This design comes from an exercise in tuning for a short achievable clock period and few clock cycles on the open sky130 flow, not from production work. No functional check of the RTL was part of this run. No activity file was given, so power comes from the tool's default toggle rates.

==> flow/config.mk <==
export PLATFORM = sky130hd
export DESIGN_NAME = frame_rx
export DESIGN_NICKNAME = frame_rx
export VERILOG_FILES = /design/flow/design.v
export SDC_FILE = /design/flow/constraint.sdc
export NUM_CORES = 4
export LEC_CHECK = 0
export ABC_CLOCK_PERIOD_IN_PS = 2500
export CAP_MARGIN = 20
export CORE_MARGIN = 2
export CORE_UTILIZATION = 40
export PLACE_DENSITY = 0.6
export SETUP_SLACK_MARGIN = 5
export SLEW_MARGIN = 20
==> flow/constraint.sdc <==
create_clock -name core_clock -period 10.0 [get_ports {clk}]
set_input_delay 2.0000 -clock core_clock [delete_from_list [all_inputs] [get_ports {clk}]]
set_output_delay 2.0000 -clock core_clock [all_outputs]
set_load 0.01 [all_outputs]
==> flow/design.v <==
module frame_rx (
    input  wire        clk,
    input  wire        rst,
    input  wire        cmd_valid,
    output wire        cmd_ready,
    input  wire [15:0] cmd_word,
    input  wire [7:0]  rx_avail,
    input  wire        rx_err,
    input  wire        rx_valid,
    input  wire [7:0]  rx_data,
    output wire        rx_ready,
    output reg         rsp_valid,
    output reg  [1:0]  rsp_status,
    output reg  [31:0] rsp_data,
    output reg         ev_valid,
    output reg         ev_hdr,
    output reg  [7:0]  ev_port,
    output reg  [7:0]  ev_data
);
    localparam [7:0] HM0 = 8'hA5, HM1 = 8'h5A;
    localparam [7:0] TM0 = 8'hC3, TM1 = 8'h3C;
    localparam [7:0] MAX_PAYLOAD = 8'd56;
    localparam       W = 4;             
    localparam [1:0] ST_OK = 2'd0, ST_IO_ERROR = 2'd1, ST_ILLEGAL = 2'd2;
    localparam [1:0] R_SYNC = 2'd0, R_HDR = 2'd1, R_BODY = 2'd2;
    function [15:0] crc_byte(input [15:0] c, input [7:0] d);
        integer k;
        reg [15:0] x;
        begin
            x = c ^ {8'h00, d};
            for (k = 0; k < 8; k = k + 1)
                x = x[0] ? ((x >> 1) ^ 16'hA001) : (x >> 1);
            crc_byte = x;
        end
    endfunction
    function [63:0] rotl(input [63:0] v, input integer n);
        rotl = (v << n) | (v >> (64 - n));
    endfunction
    function [7:0] ring_rd(input [511:0] m, input [63:0] oh);
        integer i;
        reg [7:0] r;
        begin
            r = 8'd0;
            for (i = 0; i < 64; i = i + 1)
                r = r | (m[i*8 +: 8] & {8{oh[i]}});
            ring_rd = r;
        end
    endfunction
    localparam [15:0] CRC_MAGIC = 16'hDBFA;   
    reg        cmd_ready_r;
    reg        acc_q;           
    reg [15:0] cq;
    reg        errq;
    reg        proc_act;        
    reg        rx_ready_r;
    reg [7:0]  rem_a;
    reg [6:0]  rem_f;
    reg        la1, lf1;
    reg        rx_vq;
    reg [7:0]  rx_q;
    reg        rxq_a5, rxq_5a, rxq_c3, rxq_3c;
    assign cmd_ready = cmd_ready_r;
    assign rx_ready  = rx_ready_r;
    reg [511:0] mem;            
    reg [63:0] mv;              
    reg        last_a5;         
    reg [5:0]  wr;              
    reg [63:0] hoh;             
    reg [6:0]  count;           
    reg [1:0]  rst_st;
    reg [63:0] coh;             
    reg [6:0]  o;               
    reg [7:0]  h_size;
    reg        h_big;
    reg [7:0]  h_port;
    reg [15:0] h_crc;
    reg [6:0]  f_len;
    reg [6:0]  flm1, flm2;      
    reg [15:0] crc;
    reg        tm0_ok;
    reg        crc_ok;
    reg        port_ok;
    reg [31:0] ctr_rcv_msgs, ctr_rcv_bytes, ctr_dropped, ctr_crc_err;
    reg [31:0] ctr_size_err, ctr_trailer_err, ctr_no_receiver;
    reg [6:0]  i_drop, i_bytes;
    reg        i_msgs, i_crc, i_size, i_trl, i_norx;
    reg [255:0] port_reg;
    reg        q_v0, q_v1;
    reg [63:0] q_oh0, q_oh1;        
    reg [5:0]  q_left0, q_left1;    
    reg        q_hd0, q_hd1;        
    reg [7:0]  q_port0, q_port1;
    reg [5:0]  q_size0, q_size1;
    wire [6:0]  count_eff = count + {6'd0, rx_vq};
    wire        live      = (o == count);           
    wire        cur_avail = !live || rx_vq;
    wire [7:0]  rd_cur    = ring_rd(mem, coh);
    wire [7:0]  cb        = live ? rx_q : rd_cur;
    wire        cb_3c     = live ? rxq_3c : (rd_cur == TM1);
    reg  [W-1:0] wm;
    integer j, i;
    always @(*) begin
        for (j = 0; j < W; j = j + 1) begin
            if (j + 2 <= count)
                wm[j] = |(hoh & rotl(mv, 64 - j) );
            else if (j + 1 == count)
                wm[j] = rx_vq && last_a5 && rxq_5a;
            else
                wm[j] = 1'b0;
        end
    end
    reg [W-1:0] wfs;
    reg [2:0]   jf;
    always @(*) begin
        wfs = {W{1'b0}};
        jf = 3'd0;
        for (j = W - 1; j >= 0; j = j - 1)
            if (wm[j]) begin
                wfs = {W{1'b0}};
                wfs[j] = 1'b1;
                jf = j;
            end
    end
    wire        wfound = |wm;
    wire        ce2    = (count_eff >= 7'd2);
    wire        adv_w  = (count_eff >= W + 1);
    wire [2:0]  adv    = adv_w ? W : (count_eff[2:0] - 3'd1);
    wire [15:0] crc_in_data = crc_byte(crc, cb);
    wire [15:0] crc_in_zero = crc_byte(crc, 8'h00);
    wire [15:0] crc_size    = crc_byte(CRC_MAGIC, cb);
    wire [15:0] crc_trl     = crc_byte(crc_byte(crc, TM0), TM1);
    wire [7:0]  d_byte = ring_rd(mem, q_oh0);
    wire        d_pop  = q_v0 && ((q_hd0 && q_size0 == 6'd0) || (!q_hd0 && q_left0 == 6'd1));
    wire [7:0]  carg = cq[15:8];
    wire        c_process  = (cq == 16'h0001);
    wire        c_register = (cq[7:0] == 8'h02);
    wire        c_read     = (cq[7:0] == 8'h03) && (carg < 8'd7);
    wire        c_clear    = (cq == 16'h0004);
    reg [31:0] ctr_sel;
    always @(*) begin
        case (carg[2:0])
            3'd0: ctr_sel = ctr_rcv_msgs;
            3'd1: ctr_sel = ctr_rcv_bytes;
            3'd2: ctr_sel = ctr_dropped;
            3'd3: ctr_sel = ctr_crc_err;
            3'd4: ctr_sel = ctr_size_err;
            3'd5: ctr_sel = ctr_trailer_err;
            default: ctr_sel = ctr_no_receiver;
        endcase
    end
    reg [63:0] hoh_n, coh_n;
    reg [6:0]  count_n;
    reg [6:0]  o_n;
    reg [1:0]  st_n;
    reg [6:0]  d_drop;
    reg        d_size, d_trl, d_crc, d_ok;
    reg        push;
    reg        wait_n;        
    reg        hdr2, hdr3, hdr4, hdr5, body_adv, tm0_here;
    always @(*) begin
        hoh_n = hoh;
        coh_n = coh;
        count_n = count_eff;
        o_n = o;
        st_n = rst_st;
        d_drop = 7'd0;
        d_size = 1'b0;
        d_trl = 1'b0;
        d_crc = 1'b0;
        d_ok = 1'b0;
        push = 1'b0;
        wait_n = 1'b0;
        hdr2 = 1'b0; hdr3 = 1'b0; hdr4 = 1'b0; hdr5 = 1'b0;
        body_adv = 1'b0; tm0_here = 1'b0;
        case (rst_st)
            R_SYNC: begin
                if (!ce2) begin
                    wait_n = 1'b1;
                end else if (wfound) begin
                    hoh_n = 64'd0;
                    coh_n = 64'd0;
                    for (j = 0; j < W; j = j + 1)
                        if (wfs[j]) begin
                            hoh_n = rotl(hoh, j);
                            coh_n = rotl(hoh, j + 2);
                        end
                    count_n = count_eff - {4'd0, jf};
                    d_drop = {4'd0, jf};
                    o_n = 7'd2;
                    st_n = R_HDR;
                    wait_n = (count_eff == 7'd2);
                end else begin
                    hoh_n = 64'd0;
                    for (j = 1; j <= W; j = j + 1)
                        if (adv == j) hoh_n = rotl(hoh, j);
                    count_n = count_eff - {4'd0, adv};
                    d_drop = {4'd0, adv};
                    wait_n = !adv_w;
                end
            end
            R_HDR: begin
                if (!cur_avail) begin
                    wait_n = 1'b1;
                end else begin
                    coh_n = rotl(coh, 1);
                    o_n = o + 7'd1;
                    wait_n = live;
                    case (o[1:0])
                        2'd2: hdr2 = 1'b1;
                        2'd3: hdr3 = 1'b1;
                        2'd0: hdr4 = 1'b1;
                        default: begin
                            hdr5 = 1'b1;
                            if (h_big) begin
                                d_size = 1'b1;
                                d_drop = 7'd2;
                                hoh_n = rotl(hoh, 2);
                                count_n = count_eff - 7'd2;
                                st_n = R_SYNC;
                                wait_n = 1'b0;
                            end else begin
                                st_n = R_BODY;
                            end
                        end
                    endcase
                end
            end
            default: begin
                if (!cur_avail) begin
                    wait_n = 1'b1;
                end else if (o == flm1) begin
                    if (!(tm0_ok && cb_3c)) begin
                        d_trl = 1'b1;
                        d_drop = 7'd2;
                        hoh_n = rotl(hoh, 2);
                        count_n = count_eff - 7'd2;
                        st_n = R_SYNC;
                    end else if (!crc_ok) begin
                        d_crc = 1'b1;
                        d_drop = 7'd2;
                        hoh_n = rotl(hoh, 2);
                        count_n = count_eff - 7'd2;
                        st_n = R_SYNC;
                    end else if (port_ok && q_v1 && !d_pop) begin
                    end else begin
                        d_ok = 1'b1;
                        push = port_ok;
                        hoh_n = rotl(coh, 1);
                        count_n = count_eff - f_len;
                        st_n = R_SYNC;
                        wait_n = live;
                    end
                end else begin
                    body_adv = 1'b1;
                    tm0_here = (o == flm2);
                    coh_n = rotl(coh, 1);
                    o_n = o + 7'd1;
                    wait_n = live;
                end
            end
        endcase
    end
    wire push_hdr_now = push && !q_v0;                     
    wire push_entry   = push && !(push_hdr_now && h_size[5:0] == 6'd0);
    wire disp_idle_n  = !push_entry && (!q_v0 || (d_pop && !q_v1));
    wire rsp_proc     = proc_act && !rx_ready_r && wait_n && disp_idle_n;
    always @(posedge clk) begin
        for (i = 0; i < 64; i = i + 1)
            if (rx_vq && wr == i)
                mem[i*8 +: 8] <= rx_q;
    end
    always @(posedge clk) begin
        if (rst) begin
            cmd_ready_r <= 1'b1;
            acc_q <= 1'b0;
            cq <= 16'd0;
            errq <= 1'b0;
            proc_act <= 1'b0;
            rx_ready_r <= 1'b0;
            rem_a <= 8'd0;
            rem_f <= 7'd0;
            la1 <= 1'b0;
            lf1 <= 1'b0;
            rx_vq <= 1'b0;
            rx_q <= 8'd0;
            rxq_a5 <= 1'b0; rxq_5a <= 1'b0; rxq_c3 <= 1'b0; rxq_3c <= 1'b0;
            mv <= 64'd0;
            last_a5 <= 1'b0;
            wr <= 6'd0;
            hoh <= 64'd1;
            count <= 7'd0;
            rst_st <= R_SYNC;
            coh <= 64'd1;
            o <= 7'd0;
            h_size <= 8'd0;
            h_big <= 1'b0;
            h_port <= 8'd0;
            h_crc <= 16'd0;
            f_len <= 7'd0;
            flm1 <= 7'd0;
            flm2 <= 7'd0;
            crc <= 16'hFFFF;
            tm0_ok <= 1'b0;
            crc_ok <= 1'b0;
            port_ok <= 1'b0;
            ctr_rcv_msgs <= 32'd0;
            ctr_rcv_bytes <= 32'd0;
            ctr_dropped <= 32'd0;
            ctr_crc_err <= 32'd0;
            ctr_size_err <= 32'd0;
            ctr_trailer_err <= 32'd0;
            ctr_no_receiver <= 32'd0;
            i_drop <= 7'd0; i_bytes <= 7'd0;
            i_msgs <= 1'b0; i_crc <= 1'b0; i_size <= 1'b0; i_trl <= 1'b0; i_norx <= 1'b0;
            port_reg <= 256'd0;
            q_v0 <= 1'b0; q_v1 <= 1'b0;
            q_oh0 <= 64'd0; q_oh1 <= 64'd0;
            q_left0 <= 6'd0; q_left1 <= 6'd0;
            q_hd0 <= 1'b0; q_hd1 <= 1'b0;
            q_port0 <= 8'd0; q_port1 <= 8'd0;
            q_size0 <= 6'd0; q_size1 <= 6'd0;
            rsp_valid <= 1'b0;
            rsp_status <= 2'd0;
            rsp_data <= 32'd0;
            ev_valid <= 1'b0;
            ev_hdr <= 1'b0;
            ev_port <= 8'd0;
            ev_data <= 8'd0;
        end else begin
            rsp_valid <= 1'b0;
            ev_valid <= 1'b0;
            ev_hdr <= 1'b0;
            acc_q <= cmd_valid && cmd_ready_r;
            if (cmd_ready_r) begin
                cq <= cmd_word;
                errq <= rx_err;
                rem_a <= rx_avail;
                rem_f <= 7'd64 - count;
                la1 <= (rx_avail == 8'd1);
                lf1 <= (count == 7'd63);
            end
            if (cmd_valid && cmd_ready_r) begin
                cmd_ready_r <= 1'b0;
                if (cmd_word == 16'h0001 && !rx_err) begin
                    proc_act <= 1'b1;
                    rx_ready_r <= (rx_avail != 8'd0) && (count != 7'd64);
                end
            end
            rx_q <= rx_data;
            rxq_a5 <= (rx_data == HM0);
            rxq_5a <= (rx_data == HM1);
            rxq_c3 <= (rx_data == TM0);
            rxq_3c <= (rx_data == TM1);
            rx_vq <= rx_valid && rx_ready_r;
            if (rx_valid && rx_ready_r) begin
                rem_a <= rem_a - 8'd1;
                rem_f <= rem_f - 7'd1;
                la1 <= (rem_a == 8'd2);
                lf1 <= (rem_f == 7'd2);
                if (la1 || lf1)
                    rx_ready_r <= 1'b0;
            end
            if (rx_vq) begin
                wr <= wr + 6'd1;
                last_a5 <= rxq_a5;
                mv[wr - 6'd1] <= last_a5 && rxq_5a;
            end
            hoh <= hoh_n;
            coh <= coh_n;
            count <= count_n;
            o <= o_n;
            rst_st <= st_n;
            port_ok <= port_reg[h_port];
            if (hdr2) begin
                h_size <= cb;
                h_big <= (cb > MAX_PAYLOAD);
                f_len <= cb[6:0] + 7'd8;
                flm1 <= cb[6:0] + 7'd7;
                flm2 <= cb[6:0] + 7'd6;
                crc <= crc_size;
            end
            if (hdr3) begin
                h_port <= cb;
                crc <= crc_in_data;
            end
            if (hdr4) begin
                h_crc[7:0] <= cb;
                crc <= crc_in_zero;
            end
            if (hdr5) begin
                h_crc[15:8] <= cb;
                crc <= crc_in_zero;
            end
            if (body_adv)
                crc <= crc_in_data;
            if (tm0_here) begin
                tm0_ok <= live ? rxq_c3 : (rd_cur == TM0);
                crc_ok <= (crc_trl == h_crc);
            end
            i_drop <= d_drop;
            i_bytes <= d_ok ? f_len : 7'd0;
            i_msgs <= d_ok;
            i_norx <= d_ok && !port_ok;
            i_crc <= d_crc;
            i_size <= d_size;
            i_trl <= d_trl;
            ctr_dropped <= ctr_dropped + {25'd0, i_drop};
            ctr_rcv_bytes <= ctr_rcv_bytes + {25'd0, i_bytes};
            ctr_rcv_msgs <= ctr_rcv_msgs + {31'd0, i_msgs};
            ctr_no_receiver <= ctr_no_receiver + {31'd0, i_norx};
            ctr_crc_err <= ctr_crc_err + {31'd0, i_crc};
            ctr_size_err <= ctr_size_err + {31'd0, i_size};
            ctr_trailer_err <= ctr_trailer_err + {31'd0, i_trl};
            if (q_v0) begin
                ev_valid <= 1'b1;
                if (q_hd0) begin
                    ev_hdr <= 1'b1;
                    ev_port <= q_port0;
                    ev_data <= {2'b00, q_size0};
                    q_hd0 <= 1'b0;
                end else begin
                    ev_data <= d_byte;
                    q_oh0 <= rotl(q_oh0, 1);
                    q_left0 <= q_left0 - 6'd1;
                end
            end
            if (d_pop) begin
                if (q_v1) begin
                    q_v0 <= 1'b1;
                    q_oh0 <= q_oh1; q_left0 <= q_left1; q_hd0 <= q_hd1;
                    q_port0 <= q_port1; q_size0 <= q_size1;
                    if (push) begin
                        q_v1 <= 1'b1;
                        q_oh1 <= rotl(hoh, 6); q_left1 <= h_size[5:0];
                        q_hd1 <= 1'b1; q_port1 <= h_port; q_size1 <= h_size[5:0];
                    end else
                        q_v1 <= 1'b0;
                end else if (push) begin
                    q_v0 <= 1'b1;
                    q_oh0 <= rotl(hoh, 6); q_left0 <= h_size[5:0];
                    q_hd0 <= 1'b1; q_port0 <= h_port; q_size0 <= h_size[5:0];
                end else
                    q_v0 <= 1'b0;
            end else if (push) begin
                if (!q_v0) begin
                    ev_valid <= 1'b1;
                    ev_hdr <= 1'b1;
                    ev_port <= h_port;
                    ev_data <= h_size;
                    if (h_size[5:0] != 6'd0) begin
                        q_v0 <= 1'b1;
                        q_oh0 <= rotl(hoh, 6); q_left0 <= h_size[5:0];
                        q_hd0 <= 1'b0; q_port0 <= h_port; q_size0 <= h_size[5:0];
                    end
                end else begin
                    q_v1 <= 1'b1;
                    q_oh1 <= rotl(hoh, 6); q_left1 <= h_size[5:0];
                    q_hd1 <= 1'b1; q_port1 <= h_port; q_size1 <= h_size[5:0];
                end
            end
            if (acc_q && !(c_process && !errq)) begin
                rsp_valid <= 1'b1;
                rsp_status <= ST_OK;
                rsp_data <= 32'd0;
                cmd_ready_r <= 1'b1;
                if (c_process) begin
                    rsp_status <= ST_IO_ERROR;
                end else if (c_register) begin
                    port_reg[carg] <= 1'b1;
                end else if (c_read) begin
                    rsp_data <= ctr_sel;
                end else if (c_clear) begin
                    ctr_rcv_msgs <= 32'd0;
                    ctr_rcv_bytes <= 32'd0;
                    ctr_dropped <= 32'd0;
                    ctr_crc_err <= 32'd0;
                    ctr_size_err <= 32'd0;
                    ctr_trailer_err <= 32'd0;
                    ctr_no_receiver <= 32'd0;
                end else begin
                    rsp_status <= ST_ILLEGAL;
                end
            end
            if (rsp_proc) begin
                proc_act <= 1'b0;
                rsp_valid <= 1'b1;
                rsp_status <= ST_OK;
                rsp_data <= 32'd0;
                cmd_ready_r <= 1'b1;
            end
        end
    end
endmodule
==> flow/run.sh <==
#!/bin/bash
# synth_recipe.tcl (not shown) runs the flow's synth.tcl, then flattens the netlist and writes it again
# the make line also repeats each setting of config.mk as NAME=value (left out here)
make -C /OpenROAD-flow-scripts/flow DESIGN_CONFIG=/design/flow/config.mk WORK_HOME=/design/flow/orfs CLKGATE_MAP_FILE= SYNTH_SCRIPT=/design/flow/synth_recipe.tcl finish
==> impl_metrics.csv <==
group,metric,value,unit
sta,final.setup.worst_slack,4.859,ns
clock_tree,htreeDepth,4,
synth,synthTopCellsByCount,"1103 x nor2_1, 1049 x dfxtp_1, 744 x a21oi_1",
clock_tree,cts-root-buf,"clkbuf_16",
setup_path,max_stage_delay,0.82,ns
route,antenna_left,0,
setup_path,worstPathArrival,5.91,ns
die,die_area,0.1911,mm2
setup_path,start_kind,"flip-flop",
outcome,outcome,"finished with violations",
synth,synthesis.area,0.07504,mm2
setup_path,path_buf_inv,2,
global_route,gr-total-overflow,0,
global_route,grt_max_degree,165,
synth,synth_most_common_cell,"nor2_1",
layout,fill_cells,17470,
synth,syn-num-nets,8091,
route,drt_iter0_markers,12880,
layout,fin_nets,7890,
synth,synth_edf_count,512,
die,core,0.1858,mm2
die,io_pins,92,
route,num_vias,71950,
place,placed_cells,10060,
sta,tns,0,ns
route,routed_wl,388500,um
sta,skew,0.05245,ns
synth,synth_flop_cell,"dfxtp_1",
global_route,grt_busiest_layer,"met2",
global_route,grt_pass1_vias,64290,
synth,synth-async-reset-ratio,0,%
sta,worst_slew_pin_slew,1.518,ns
setup_path,crit_path_end_kind,"flip-flop",
sta,fmax,194.5,MHz
synth,syn_area_per_cell,9.407,um2
place,io_buffers,91,
setup_path,crit_type,"flip-flop to flip-flop",
die,initial_core_util,40.38,%
setup_path,critPathMaxFanout,79,
sta,finalMaxSlewViolations,11,
sta,setup_viol,0,
clock_tree,clk_latency,0.86,ns
synth,yosysTopAreaCell,"dfxtp_1",
die,die_w,437.1,um
route,wl_per_cell,37.28,um
global_route,grt_use_met1,52.03,%
pwr,ir_drop,0.0002694,V
job,drv_cap,1,
route,viasPerCell,6.905,
setup_path,path_cells,"buf_4 -> a22o_1 -> a221oi_1 -> nand4_1 -> or4_1 -> and3_1 -> a32o_2 -> and3_4 -> and2_4 -> nand3_4 -> buf_6 -> nand2_1 -> a21oi_1",
die,rows,158,
sta,period_needed,5.141,ns
clock_tree,clock_path_buffers,3,
clock_tree,cts_hold_buf,0,
sta,max-slew-margin-rel,-1.356,%
global_route,use_met2,53.12,%
outcome,check.faults,"capacitance limit, slew limit",
layout,stdcell_count,10420,
clock_tree,cts_sinks,1561,
global_route,grt_antenna_before_repair,27,
route,drc,0,
synth,synth-seq-cells,1561,
synth,netlist.area_leader.share,27.98,%
global_route,grt_use_met3,17.44,%
layout,drive_gt1_share,10.59,%
synth,synth-seq-area-share,48.47,%
synth,synth_area_leaders,"dfxtp_1 28%, edfxtp_1 20%, nor2_1 5.5%, a21oi_1 5.0%, a221oi_1 4.2%",
synth,syn_inst,7977,
layout,seq_area,0.03640,mm2
place,dpl.hpwl,263400,um
sta,rsz0062_at_grt,"no",
die,die-height,437.1,um
layout,largest_reg_flops,512,
pwr,power.leakage,29.76,nW
place,dp_slack,4.381,ns
global_route,grt_pass1_wl,529100,um
route,drtPass1Iterations,14,
layout,multi_input_area,0.03599,mm2
place,gp_congestion,1.114,
sta,hold_violations,0,
clock_tree,clk_pin_slew,0.06,ns
layout,utilization,45.69,%
synth,yosysWarnings,1,
sta,whs,0.4432,ns
clock_tree,cts_tree,"built",
layout,syn_to_final_growth,13.16,%
pwr,p_per_area,256.3,mW/mm2
sta,fin_crit_sh,51.41,%
global_route,grt_usage,39.07,%
setup_path,cp_slowest_cell,"or4_1",
clock_tree,cts_inserted_buffers,177,
setup_path,crit_family,"simple AND/OR/NAND/NOR gates",
setup_path,critPathRequiredTime,10.76,ns
worst_hold_path,hold_class,"flip-flop to flip-flop",
synth,yosysUniqueCellTypes,85,
-- stage by stage --
stage | area (um2) | power (W)
floorplan | 75040 | 0.01209
global placement | 78580 | 0.01472
detailed placement | 78680 | 0.01470
CTS | 84630 | 0.02126
global route | 84870 | 0.02225
finish | 84910 | 0.02176
-- layout by cell type, fill, tap and decap left out, types with 71 or more instances in the layout --
cell type        instances
nor2_1                1034
dfxtp_1               1034
a21oi_1                742
nand2_1                651
edfxtp_1               512
a221oi_1               351
a22o_1                 299
buf_4                  290
a22oi_1                273
o21ai_0                204
xor2_1                 188
a211oi_1               181
clkbuf_16              179
nand3_1                173
xnor2_1                149
mux2i_1                143
nor3_1                 126
nand4_1                120
clkdlybuf4s50_1         90
a222oi_1                89
mux4_2                  85
nand2b_1                75
and3_1                  74
ha_1                    71
-- metal layers --
layer	wire length, um	up-vias	share of wire (%)
li1	-	29260	-
met2	153200	5607	39
met1	154900	35890	40
met4	22260	33	5.7
met3	56770	1153	15
met5	1325	-	0.34
-- power breakdown --
group / switching, W / total, W / internal [W]
clock: 0.00285 / 0.00654 / 0.00369
sequential: 0.000701 / 0.00749 / 0.00679
combinational: 0.00514 / 0.00773 / 0.00259
-- area by class of cell --
class,count,area share (%)
flip-flops and latches,1561,42.87
multi-input cells,5574,42.39
clock buffers,256,5.969
repair buffers,402,4.006
well taps,2480,3.654
clock inverters,67,0.7898
inverters,60,0.2652
diodes,20,0.05894
-- kinds of logic after synthesis --
kind of cell,after synthesis,synth area share [%]
simple gates,2572,15.30
compound gates,2334,21.70
flops,1561,48.47
buf+inv,845,4.403
xor+xnor,340,4.005
mux,248,4.790
fa+ha+maj,77,1.324
-- path summary, 6_finish.rpt --
| kind | start | end | slack (ns) | cells after the start |
|---|---|---|---|---|
| worst max-delay path | coh[61] | q_oh1[57] | 4.86 | 13 |
| worst min register to register | rem_a[0] | rem_a[0] | 0.44 | 1 |
| worst min-delay path | rem_a[0] | rem_a[0] | 0.44 | 1 |
| worst max register to register | coh[61] | q_oh1[57] | 4.86 | 13 |
-- what timing repair did --
action                                  CTS  global route
endpoints found under the setup margin  280           298
resized for setup                        27            27
pin swaps                                 3             4
buffers inserted                          5            10
cloned                                    3             0

separate check: timing with driven ports:
The flow's constraints put no driver on any port. The routed layout listed below was extracted and timed again, unchanged, in two steps.
Step 1, drivers: a clkbuf_16 drives clk and a buf_2 each remaining input, both assumed.
Step 2 also shifts input and output timing later by t, the mid clock arrival at the registers, as if the neighbouring blocks saw the same clock.
a / b / c = ideal ports / drivers / drivers and shift; a / b = the first two.
t (ns): 0.926
slack for setup (ns): 4.859 / 4.859 / 4.785
worst setup path at the end: input to register
pins driven straight from the clock port: 1
For this run, drivers alone change the setup slack by 0.000 ns; drivers and shift together by -0.074 ns.
